This design comes from an exercise in tuning for small area, a short achievable clock period and few clock cycles on the open sky130 flow, not from production work. At most, simulation tests tie the RTL to the original design; equivalence was not proved. Power figures rest on the tool's default switching activity, not on a simulated workload.

job 101:
==> flow/design.v (excerpt) <==
module bk_unpack (
    input  wire        clk,
    input  wire        rst,             
    input  wire        start,           
    input  wire [15:0] packed_size,
    input  wire [15:0] unpacked_size,
    input  wire [15:0] buf_len,
    output wire        idle,
    output reg         done,            
    output reg  [3:0]  status,
    output reg         mem_req,
    output reg         mem_we,
    output reg  [15:0] mem_addr,
    output wire [7:0]  mem_wdata,
    input  wire        mem_gnt,
    input  wire [7:0]  mem_rdata
);
Size in the first run: ~1700 cells after synthesis, roughly 230 flip-flops, ~17000 µm² of cells after synthesis.
Settings: LEC_CHECK=0, CAP_MARGIN=20, CORE_MARGIN=2, CORE_UTILIZATION=65, CTS_BUF_LIST=sky130_fd_sc_hd__clkbuf_8, CTS_CLUSTER_SIZE=40, SETUP_SLACK_MARGIN=2.2, SLEW_MARGIN=20; clock period 6.0 ns.
standard.sh (not shown) runs the stock make flow with config.mk's settings and CLKGATE_MAP_FILE= SYNTH_SCRIPT=/design/flow/synth_recipe.tcl, a recipe that flattens the netlist after the stock synthesis.
==> flow/flow/run.sh <==
#!/bin/bash
# Layout: the standard ORFS flow (standard.sh, unchanged synthesis and
# steps), with the port buffers that global placement inserts made
# sky130_fd_sc_hd__buf_1 cells instead of the default pick. Every input and
# output port still gets its own buffer. make's output goes to
# standard_flow.log; each ORFS step keeps its own log under orfs/logs/.
set -euo pipefail
export BUFFER_PORTS_ARGS="-buffer_cell sky130_fd_sc_hd__buf_1"
bash ./standard.sh > standard_flow.log 2>&1
--- input diff job 101..job 102 ---
-- flow/design.v --
<<< job 101, line 70
    wire nx_valid = nx_cnt[2];
    wire rptr_ok  = |rptr[15:2];    
    wire [13:0] rw_m1   = rptr[15:2] - 14'd1;
    wire [2:0]  pf_lo   = {1'b0, rptr[1:0]} + {1'b0, ~pf_iss[1:0]};
    wire [15:0] pf_addr = {pf_lo[2] ? rptr[15:2] : rw_m1, pf_lo[1:0]};
    wire active   = (st != S_IDLE) && (st != S_FIN);
    wire pf_want  = active && !pf_iss[2] && ((pf_iss != 3'd0) || rptr_ok);
>>> job 102, line 70
    wire nx_valid = nx_cnt[2];
    wire rptr_ok  = |rptr[15:2];    
    wire [15:0] pf_addr = rptr + {14'h3fff, ~pf_iss[1:0]};    
    wire active   = (st != S_IDLE) && (st != S_FIN);
    wire pf_want  = active && !pf_iss[2] && ((pf_iss != 3'd0) || rptr_ok);
<<< job 101, line 184
            if (commit_d) begin
                crc    <= crc ^ chunk;
                rptr   <= {rw_m1, rptr[1:0]};
                nx_cnt <= 3'd0;
                pf_iss <= 3'd0;
>>> job 102, line 182
            if (commit_d) begin
                crc    <= crc ^ chunk;
                rptr   <= {rptr[15:2] - 14'd1, rptr[1:0]};
                nx_cnt <= 3'd0;
                pf_iss <= 3'd0;
<<< job 101, line 257
                        nx_cnt <= 3'd0;
                        pf_iss <= 3'd0;
                        rptr   <= {rw_m1, rptr[1:0]};
                        if (nxt != {15'd0, dst}) begin
                            status  <= ST_SIZE;
>>> job 102, line 255
                        nx_cnt <= 3'd0;
                        pf_iss <= 3'd0;
                        rptr   <= {rptr[15:2] - 14'd1, rptr[1:0]};
                        if (nxt != {15'd0, dst}) begin
                            status  <= ST_SIZE;
==> comparison <==
The share of synthesized cell area in full adder, half adder and majority cells of job 101 and that of job 102 are within noise of each other.
Looking at final weighted congestion in routability-driven placement, job 102 sits about 2.5% above job 101.
Diff job 101 -> job 102: setup slack saw an increase; combinational power climbed about 5%; post-synthesis instance total barely changed.
Compared job 102 against job 101; share of async-settable or async-resettable flops after synthesis within noise.
Initial cell density of the core across job 102 and job 101: no real change.
Job 102 reached the end of the flow, and the finished layout is clean on the timing, design-rule and antenna checks.
Function was not checked in any run of this note: the RTL went through the layout flow alone.

========
The RTL this note starts from:
==> flow/design.v <==
module bk_unpack (
    input  wire        clk,
    input  wire        rst,             
    input  wire        start,           
    input  wire [15:0] packed_size,
    input  wire [15:0] unpacked_size,
    input  wire [15:0] buf_len,
    output wire        idle,
    output reg         done,            
    output reg  [3:0]  status,
    output reg         mem_req,
    output reg         mem_we,
    output reg  [15:0] mem_addr,
    output wire [7:0]  mem_wdata,
    input  wire        mem_gnt,
    input  wire [7:0]  mem_rdata
);
    localparam [3:0] ST_OK        = 4'd0,
                     ST_CHECKSUM  = 4'd1,
                     ST_TRAILER   = 4'd3,
                     ST_BUFSMALL  = 4'd4,
                     ST_SIZE      = 4'd5,
                     ST_READBND   = 4'd6,
                     ST_WRITEBND  = 4'd7,
                     ST_REFBND    = 4'd8;
    localparam [2:0] S_IDLE = 3'd0,
                     S_TRL  = 3'd1,    
                     S_NORM = 3'd2,    
                     S_HDR  = 3'd3,    
                     S_H2   = 3'd4,    
                     S_LIT  = 3'd5,    
                     S_REF  = 3'd6,    
                     S_FIN  = 3'd7;    
    reg  [2:0]  st;
    reg  [15:0] rptr;      
    reg  [2:0]  pf_iss;    
    reg  [2:0]  nx_cnt;    
    reg  [31:0] nxt;
    reg  [31:0] chunk;
    reg  [31:0] crc;
    reg  [5:0]  pos;       
    reg         fresh;     
    reg         hz_pre;    
    reg  [16:0] dst;       
    reg  [12:0] nmd;       
    reg  [1:0]  tw;        
    reg  [8:0]  cnt;       
    reg  [11:0] off;
    reg         rfirst;
    reg  [7:0]  wd_q;      
    reg         wd_rd;     
    reg         rdv;       
    reg         rdk;       
    reg         op_pf;     
    assign idle = (st == S_IDLE);
    assign mem_wdata = wd_rd ? mem_rdata : wd_q;
    wire sfree    = ~mem_req | mem_gnt;
    wire acc      = mem_req & mem_gnt;
    wire pf_arr   = rdv & rdk;
    wire ref_rd   = mem_req & ~mem_we & ~op_pf;    
    wire ref_racc = ref_rd & mem_gnt;
    wire nx_valid = nx_cnt[2];
    wire rptr_ok  = |rptr[15:2];    
    wire [15:0] rptr_m1 = rptr - 16'd1;
    wire active   = (st != S_IDLE) && (st != S_FIN);
    wire pf_want  = active && !pf_iss[2] && ((pf_iss != 3'd0) || rptr_ok);
    wire exhausted = (pf_iss == 3'd0) && !rptr_ok;
    wire [43:0] w0  = {nxt[11:0], chunk};
    wire [27:0] w1s = pos[4] ? w0[43:16] : w0[27:0];
    wire [19:0] w2s = pos[3] ? w1s[27:8] : w1s[19:0];
    wire [15:0] w3s = pos[2] ? w2s[19:4] : w2s[15:0];
    wire [13:0] w4s = pos[1] ? w3s[15:2] : w3s[13:0];
    wire [12:0] w5s = pos[0] ? w4s[13:1] : w4s[12:0];
    wire [12:0] f   = pos[5] ? nxt[12:0] : w5s;
    wire [5:0] p1  = pos + 6'd1;
    wire [5:0] p5  = pos + 6'd5;
    wire [5:0] p8  = pos + 6'd8;
    wire [5:0] p10 = pos + 6'd10;
    wire [5:0] p11 = pos + 6'd11;
    wire [5:0] p12 = pos + 6'd12;
    wire [5:0] p13 = pos + 6'd13;
    wire x5  = pos > 6'd27;
    wire x8  = pos > 6'd24;
    wire x10 = pos > 6'd22;
    wire x11 = pos > 6'd21;
    wire x12 = pos > 6'd20;
    wire x13 = pos > 6'd19;
    reg  [5:0]  hp;        
    reg         hx;        
    reg  [1:0]  hkind;     
    reg  [8:0]  hcnt;
    reg  [11:0] hoff;
    always @* begin
        hoff = 12'd0;
        if (!f[0]) begin
            if (!f[1]) begin
                hp = p5;  hx = x5;  hkind = 2'd0; hcnt = {6'd0, f[2], f[3], f[4]};
            end else begin
                hp = p10; hx = x10; hkind = 2'd1; hcnt = 9'd1;
                hoff = {4'd0, f[2], f[3], f[4], f[5], f[6], f[7], f[8], f[9]};
            end
        end else begin
            case ({f[1], f[2]})
            2'b00: begin
                hp = p12; hx = x12; hkind = 2'd1; hcnt = 9'd2;
                hoff = {3'd0, f[3], f[4], f[5], f[6], f[7], f[8], f[9], f[10], f[11]};
            end
            2'b01: begin
                hp = p13; hx = x13; hkind = 2'd1; hcnt = 9'd3;
                hoff = {2'd0, f[3], f[4], f[5], f[6], f[7], f[8], f[9], f[10], f[11], f[12]};
            end
            2'b10: begin
                hp = p11; hx = x11; hkind = 2'd2;
                hcnt = {1'b0, f[3], f[4], f[5], f[6], f[7], f[8], f[9], f[10]};
            end
            default: begin
                hp = p11; hx = x11; hkind = 2'd0;
                hcnt = {1'b0, f[3], f[4], f[5], f[6], f[7], f[8], f[9], f[10]} + 9'd8;
            end
            endcase
        end
    end
    wire [5:0]  npos = (st == S_HDR) ? hp : (st == S_H2) ? p12 : p8;
    wire        xing = (st == S_HDR) ? hx : (st == S_H2) ? x12 : x8;
    wire [5:0]  pos_n = {npos[5] & ~xing, npos[4:0]};
    wire [16:0] dmr    = dst - {1'b0, rptr};
    wire        hz_now = dmr[16] | (dmr[15:2] == 14'd0);
    wire        hazard = xing && nx_valid && !fresh && hz_pre;
    wire        bits_ok = (!xing || nx_valid) && !hazard;
    wire        nobits  = xing && !nx_valid && exhausted;
    wire [7:0]  lbyte = {f[0], f[1], f[2], f[3], f[4], f[5], f[6], f[7]};
    wire [16:0] ra      = dst + {5'd0, off};
    wire        bnd_bad = ~nmd[12] & (off >= nmd[11:0]);
    wire        lit_go  = (st == S_LIT) && bits_ok && !dst[16] && sfree && !pf_want;
    wire        ref_w   = (st == S_REF) && ref_racc;
    wire        wr_go   = lit_go | ref_w;
    always @(posedge clk) begin
        if (rst) begin
            st      <= S_IDLE;
            done    <= 1'b0;
            status  <= ST_OK;
            mem_req <= 1'b0;
            mem_we  <= 1'b0;
            rdv     <= 1'b0;
        end else begin
            done   <= 1'b0;
            rdv    <= acc & ~mem_we;
            rdk    <= op_pf;
            hz_pre <= hz_now;
            if (acc) mem_req <= 1'b0;
            if (pf_arr) begin
                nxt    <= {mem_rdata, nxt[31:8]};
                nx_cnt <= nx_cnt + 3'd1;
            end
            if (mem_req && mem_we && wd_rd) begin
                wd_q  <= mem_rdata;
                wd_rd <= 1'b0;
            end
            if (sfree && pf_want && !ref_w) begin
                mem_req  <= 1'b1;
                mem_we   <= 1'b0;
                mem_addr <= rptr_m1;
                op_pf    <= 1'b1;
                rptr     <= rptr_m1;
                pf_iss   <= pf_iss + 3'd1;
            end
            if (wr_go) begin
                mem_req  <= 1'b1;
                mem_we   <= 1'b1;
                mem_addr <= dst[15:0];
                op_pf    <= 1'b0;
                wd_rd    <= ref_w;
                dst      <= dst - 17'd1;
                cnt      <= cnt - 9'd1;
                if (!nmd[12]) nmd <= nmd + 13'd1;
                if (cnt == 9'd0) st <= S_HDR;
            end
            case (st)
            S_IDLE: begin
                mem_req <= 1'b0;
                if (start) begin
                    if (packed_size < 16'd12) begin
                        status <= ST_TRAILER;
                        done   <= 1'b1;
                    end else if (packed_size > buf_len || unpacked_size > buf_len) begin
                        status <= ST_BUFSMALL;
                        done   <= 1'b1;
                    end else begin
                        rptr   <= packed_size;
                        pf_iss <= 3'd0;
                        nx_cnt <= 3'd0;
                        dst    <= {1'b0, unpacked_size};
                        crc    <= 32'd0;
                        tw     <= 2'd0;
                        fresh  <= 1'b0;
                        st     <= S_TRL;
                    end
                end
            end
            S_TRL: begin
                if (nx_valid) begin
                    nx_cnt <= 3'd0;
                    pf_iss <= 3'd0;
                    tw     <= tw + 2'd1;
                    if (tw == 2'd0) begin
                        if (nxt != {15'd0, dst}) begin
                            status  <= ST_SIZE;
                            done    <= 1'b1;
                            mem_req <= 1'b0;
                            st      <= S_IDLE;
                        end
                    end else begin
                        crc <= crc ^ nxt;
                        if (tw == 2'd2) begin
                            chunk <= nxt;
                            pos   <= 6'd0;
                            dst   <= dst - 17'd1;
                            nmd   <= 13'd1;
                            st    <= S_NORM;
                        end
                    end
                end
            end
            S_NORM: begin
                if (pos[5]) begin
                    st <= S_HDR;
                end else begin
                    chunk <= {chunk[30:0], 1'b0};
                    pos   <= p1;
                    if (chunk[31]) st <= S_HDR;
                end
            end
            S_HDR, S_H2, S_LIT: begin
                if (st == S_HDR && dst[16]) begin
                    st <= S_FIN;
                end else if (hazard) begin
                    rptr   <= rptr + 16'd4;
                    pf_iss <= 3'd0;
                    nx_cnt <= 3'd0;
                    fresh  <= 1'b1;
                end else if (nobits) begin
                    status  <= ST_READBND;
                    done    <= 1'b1;
                    mem_req <= 1'b0;
                    st      <= S_IDLE;
                end else if (bits_ok && st == S_LIT && dst[16]) begin
                    status  <= ST_WRITEBND;
                    done    <= 1'b1;
                    mem_req <= 1'b0;
                    st      <= S_IDLE;
                end else if (bits_ok && (st != S_LIT || lit_go)) begin
                    pos <= pos_n;
                    if (xing) begin
                        chunk  <= nxt;
                        crc    <= crc ^ nxt;
                        nx_cnt <= 3'd0;
                        pf_iss <= 3'd0;
                        fresh  <= 1'b0;
                    end
                    if (st == S_HDR) begin
                        cnt    <= hcnt;
                        off    <= hoff;
                        rfirst <= 1'b1;
                        st     <= (hkind == 2'd0) ? S_LIT : (hkind == 2'd1) ? S_REF : S_H2;
                    end else if (st == S_H2) begin
                        off <= {f[0], f[1], f[2], f[3], f[4], f[5], f[6], f[7], f[8], f[9], f[10], f[11]};
                        st  <= S_REF;
                    end else begin
                        wd_q <= lbyte;
                    end
                end
            end
            S_REF: begin
                if (rfirst && bnd_bad) begin
                    status  <= ST_REFBND;
                    done    <= 1'b1;
                    mem_req <= 1'b0;
                    st      <= S_IDLE;
                end else if (dst[16] && !ref_rd) begin
                    status  <= ST_WRITEBND;
                    done    <= 1'b1;
                    mem_req <= 1'b0;
                    st      <= S_IDLE;
                end else begin
                    rfirst <= 1'b0;
                    if (sfree && !pf_want && !ref_rd) begin
                        mem_req  <= 1'b1;
                        mem_we   <= 1'b0;
                        mem_addr <= ra[15:0];
                        op_pf    <= 1'b0;
                    end
                end
            end
            S_FIN: begin
                if (!(mem_req && mem_we && !mem_gnt)) begin
                    status  <= (crc != 32'd0) ? ST_CHECKSUM : ST_OK;
                    done    <= 1'b1;
                    mem_req <= 1'b0;
                    st      <= S_IDLE;
                end
            end
            default: st <= S_IDLE;
            endcase
        end
    end
endmodule
Settings: LEC_CHECK=0, CAP_MARGIN=20, CORE_MARGIN=2, CORE_UTILIZATION=40, SLEW_MARGIN=20; clock period 6.0 ns.
run.sh (not shown) runs the stock make flow with config.mk's settings and CLKGATE_MAP_FILE= SYNTH_SCRIPT=/design/flow/synth_recipe.tcl, a recipe that flattens the netlist after the stock synthesis.
Stock flow here: none of the scripts above is used.
Testbench counts at the start, summed over its fixed seeds: cycles 117,871.
Change:
--- a/flow/design.v
+++ b/flow/design.v
@@ -8,13 +8,13 @@
     output wire        idle,
     output reg         done,            
     output reg  [3:0]  status,
     output reg         mem_req,
     output reg         mem_we,
     output reg  [15:0] mem_addr,
-    output wire [7:0]  mem_wdata,
+    output reg  [7:0]  mem_wdata,
     input  wire        mem_gnt,
     input  wire [7:0]  mem_rdata
 );
     localparam [3:0] ST_OK        = 4'd0,
                      ST_CHECKSUM  = 4'd1,
                      ST_TRAILER   = 4'd3,
@@ -43,25 +43,25 @@
     reg         hz_pre;    
     reg  [16:0] dst;       
     reg  [12:0] nmd;       
     reg  [1:0]  tw;        
     reg  [8:0]  cnt;       
     reg  [11:0] off;
+    reg  [1:0]  q;         
+    reg         hv;
+    reg  [7:0]  hold;
     reg         rfirst;
-    reg  [7:0]  wd_q;      
-    reg         wd_rd;     
+    reg         w1;        
     reg         rdv;       
     reg         rdk;       
     reg         op_pf;     
     assign idle = (st == S_IDLE);
-    assign mem_wdata = wd_rd ? mem_rdata : wd_q;
     wire sfree    = ~mem_req | mem_gnt;
     wire acc      = mem_req & mem_gnt;
     wire pf_arr   = rdv & rdk;
-    wire ref_rd   = mem_req & ~mem_we & ~op_pf;    
-    wire ref_racc = ref_rd & mem_gnt;
+    wire rf_arr   = rdv & ~rdk;
     wire nx_valid = nx_cnt[2];
     wire rptr_ok  = |rptr[15:2];    
     wire [15:0] rptr_m1 = rptr - 16'd1;
     wire active   = (st != S_IDLE) && (st != S_FIN);
     wire pf_want  = active && !pf_iss[2] && ((pf_iss != 3'd0) || rptr_ok);
     wire exhausted = (pf_iss == 3'd0) && !rptr_ok;
@@ -126,16 +126,23 @@
     wire [16:0] dmr    = dst - {1'b0, rptr};
     wire        hz_now = dmr[16] | (dmr[15:2] == 14'd0);
     wire        hazard = xing && nx_valid && !fresh && hz_pre;
     wire        bits_ok = (!xing || nx_valid) && !hazard;
     wire        nobits  = xing && !nx_valid && exhausted;
     wire [7:0]  lbyte = {f[0], f[1], f[2], f[3], f[4], f[5], f[6], f[7]};
-    wire [16:0] ra      = dst + {5'd0, off};
+    wire [16:0] ra      = dst + ({5'd0, off} - {15'd0, q});
     wire        bnd_bad = ~nmd[12] & (off >= nmd[11:0]);
+    wire        off1    = (off == 12'd1);
+    wire        dst_ge_q = ~dst[16] & ((q == 2'd0) | ((q == 2'd1) & (|dst[15:0])) | (|dst[15:1]));
+    wire        r_ok    = off1 ? (!w1 && q == 2'd0)
+                               : (cnt >= {7'd0, q}) && dst_ge_q;
+    wire        must_w  = hv | (rf_arr & (q == 2'd2));
+    wire        w_ok    = (off1 && w1) || hv || rf_arr;
     wire        lit_go  = (st == S_LIT) && bits_ok && !dst[16] && sfree && !pf_want;
-    wire        ref_w   = (st == S_REF) && ref_racc;
+    wire        ref_w   = (st == S_REF) && !(rfirst && bnd_bad) && !dst[16] && sfree &&
+                          (must_w || (!pf_want && !r_ok && w_ok));
     wire        wr_go   = lit_go | ref_w;
     always @(posedge clk) begin
         if (rst) begin
             st      <= S_IDLE;
             done    <= 1'b0;
             status  <= ST_OK;
@@ -149,30 +156,25 @@
             hz_pre <= hz_now;
             if (acc) mem_req <= 1'b0;
             if (pf_arr) begin
                 nxt    <= {mem_rdata, nxt[31:8]};
                 nx_cnt <= nx_cnt + 3'd1;
             end
-            if (mem_req && mem_we && wd_rd) begin
-                wd_q  <= mem_rdata;
-                wd_rd <= 1'b0;
-            end
-            if (sfree && pf_want && !ref_w) begin
+            if (sfree && pf_want && !(st == S_REF && must_w)) begin
                 mem_req  <= 1'b1;
                 mem_we   <= 1'b0;
                 mem_addr <= rptr_m1;
                 op_pf    <= 1'b1;
                 rptr     <= rptr_m1;
                 pf_iss   <= pf_iss + 3'd1;
             end
             if (wr_go) begin
                 mem_req  <= 1'b1;
                 mem_we   <= 1'b1;
                 mem_addr <= dst[15:0];
                 op_pf    <= 1'b0;
-                wd_rd    <= ref_w;
                 dst      <= dst - 17'd1;
                 cnt      <= cnt - 9'd1;
                 if (!nmd[12]) nmd <= nmd + 13'd1;
                 if (cnt == 9'd0) st <= S_HDR;
             end
             case (st)
@@ -257,40 +259,55 @@
                         pf_iss <= 3'd0;
                         fresh  <= 1'b0;
                     end
                     if (st == S_HDR) begin
                         cnt    <= hcnt;
                         off    <= hoff;
+                        q      <= 2'd0;
+                        hv     <= 1'b0;
+                        w1     <= 1'b0;
                         rfirst <= 1'b1;
                         st     <= (hkind == 2'd0) ? S_LIT : (hkind == 2'd1) ? S_REF : S_H2;
                     end else if (st == S_H2) begin
                         off <= {f[0], f[1], f[2], f[3], f[4], f[5], f[6], f[7], f[8], f[9], f[10], f[11]};
                         st  <= S_REF;
                     end else begin
-                        wd_q <= lbyte;
+                        mem_wdata <= lbyte;
                     end
                 end
             end
             S_REF: begin
+                if (rf_arr) begin
+                    hold <= mem_rdata;
+                    hv   <= 1'b1;
+                end
                 if (rfirst && bnd_bad) begin
                     status  <= ST_REFBND;
                     done    <= 1'b1;
                     mem_req <= 1'b0;
                     st      <= S_IDLE;
-                end else if (dst[16] && !ref_rd) begin
+                end else if (dst[16] && q == 2'd0) begin
                     status  <= ST_WRITEBND;
                     done    <= 1'b1;
                     mem_req <= 1'b0;
                     st      <= S_IDLE;
                 end else begin
                     rfirst <= 1'b0;
-                    if (sfree && !pf_want && !ref_rd) begin
+                    if (ref_w) begin
+                        if (!(off1 && w1)) begin
+                            mem_wdata <= hv ? hold : mem_rdata;
+                            q  <= q - 2'd1;
+                            hv <= hv & rf_arr;
+                        end
+                        w1 <= 1'b1;
+                    end else if (sfree && !pf_want && r_ok) begin
                         mem_req  <= 1'b1;
                         mem_we   <= 1'b0;
                         mem_addr <= ra[15:0];
                         op_pf    <= 1'b0;
+                        q        <= q + 2'd1;
                     end
                 end
             end
             S_FIN: begin
                 if (!(mem_req && mem_we && !mem_gnt)) begin
                     status  <= (crc != 32'd0) ? ST_CHECKSUM : ST_OK;
Clock skew came out lower by 13 ps.
Setup slack gets worse by 250 ps.
Via count goes up by 2.8%.
Global-route usage falls by 0.14 points.
Power fell by 4.3%.
Sequential power rose by about 2%.
Cell count went up by 2.1%.
Worst hold slack got worse by 59 ps.
Final area increases by 3.2%.
Combinational power falls by about 10%.
Synthesized cell count increases by 0.33%.
Routed wire length grows by 2.5%.
Non-clock buffer count goes down by 11.
Critical path depth does not change.
Testbench counts after the change, summed over its fixed seeds: cycles 117,608.

## port drivers added, routing unchanged
How much do the figures lean on ideal ports? The routed layouts below were timed once more, with nothing changed but the port constraints.
Step 1, drivers: a clkbuf_16 drives clk and a buf_2 each remaining input, both assumed.
Step 2 adds t to the input delays and takes it off the output delays; t is the mean of the earliest and latest rising clock arrival at the registers after step 1. Input paths then give back, and output paths get back, about the clock's delay inside the block.
Slacks: ideal ports / drivers / drivers and shift; pairs: ideal ports / drivers.
| run | t, ns | setup slack, ns | worst setup path at the end | pins driven straight from the clock port |
|---|---|---|---|---|
| job 101 | 0.613 | 2.252 / 2.252 / 1.772 | input to register | 1 |
| job 102 | 0.609 | 2.290 / 2.290 / 1.814 | input to register | 1 |
| the first run of note 2 | 0.609 | 0.937 / 0.937 / 0.937 | register to register | 1 |
| the second run of note 2 | 0.603 | 0.685 / 0.685 / 0.685 | register to register | 1 |
After both steps every run listed still meets setup and hold. The setup slack of job 101, which loses most, moves by 0.000 ns with the drivers and by -0.480 ns with both steps.
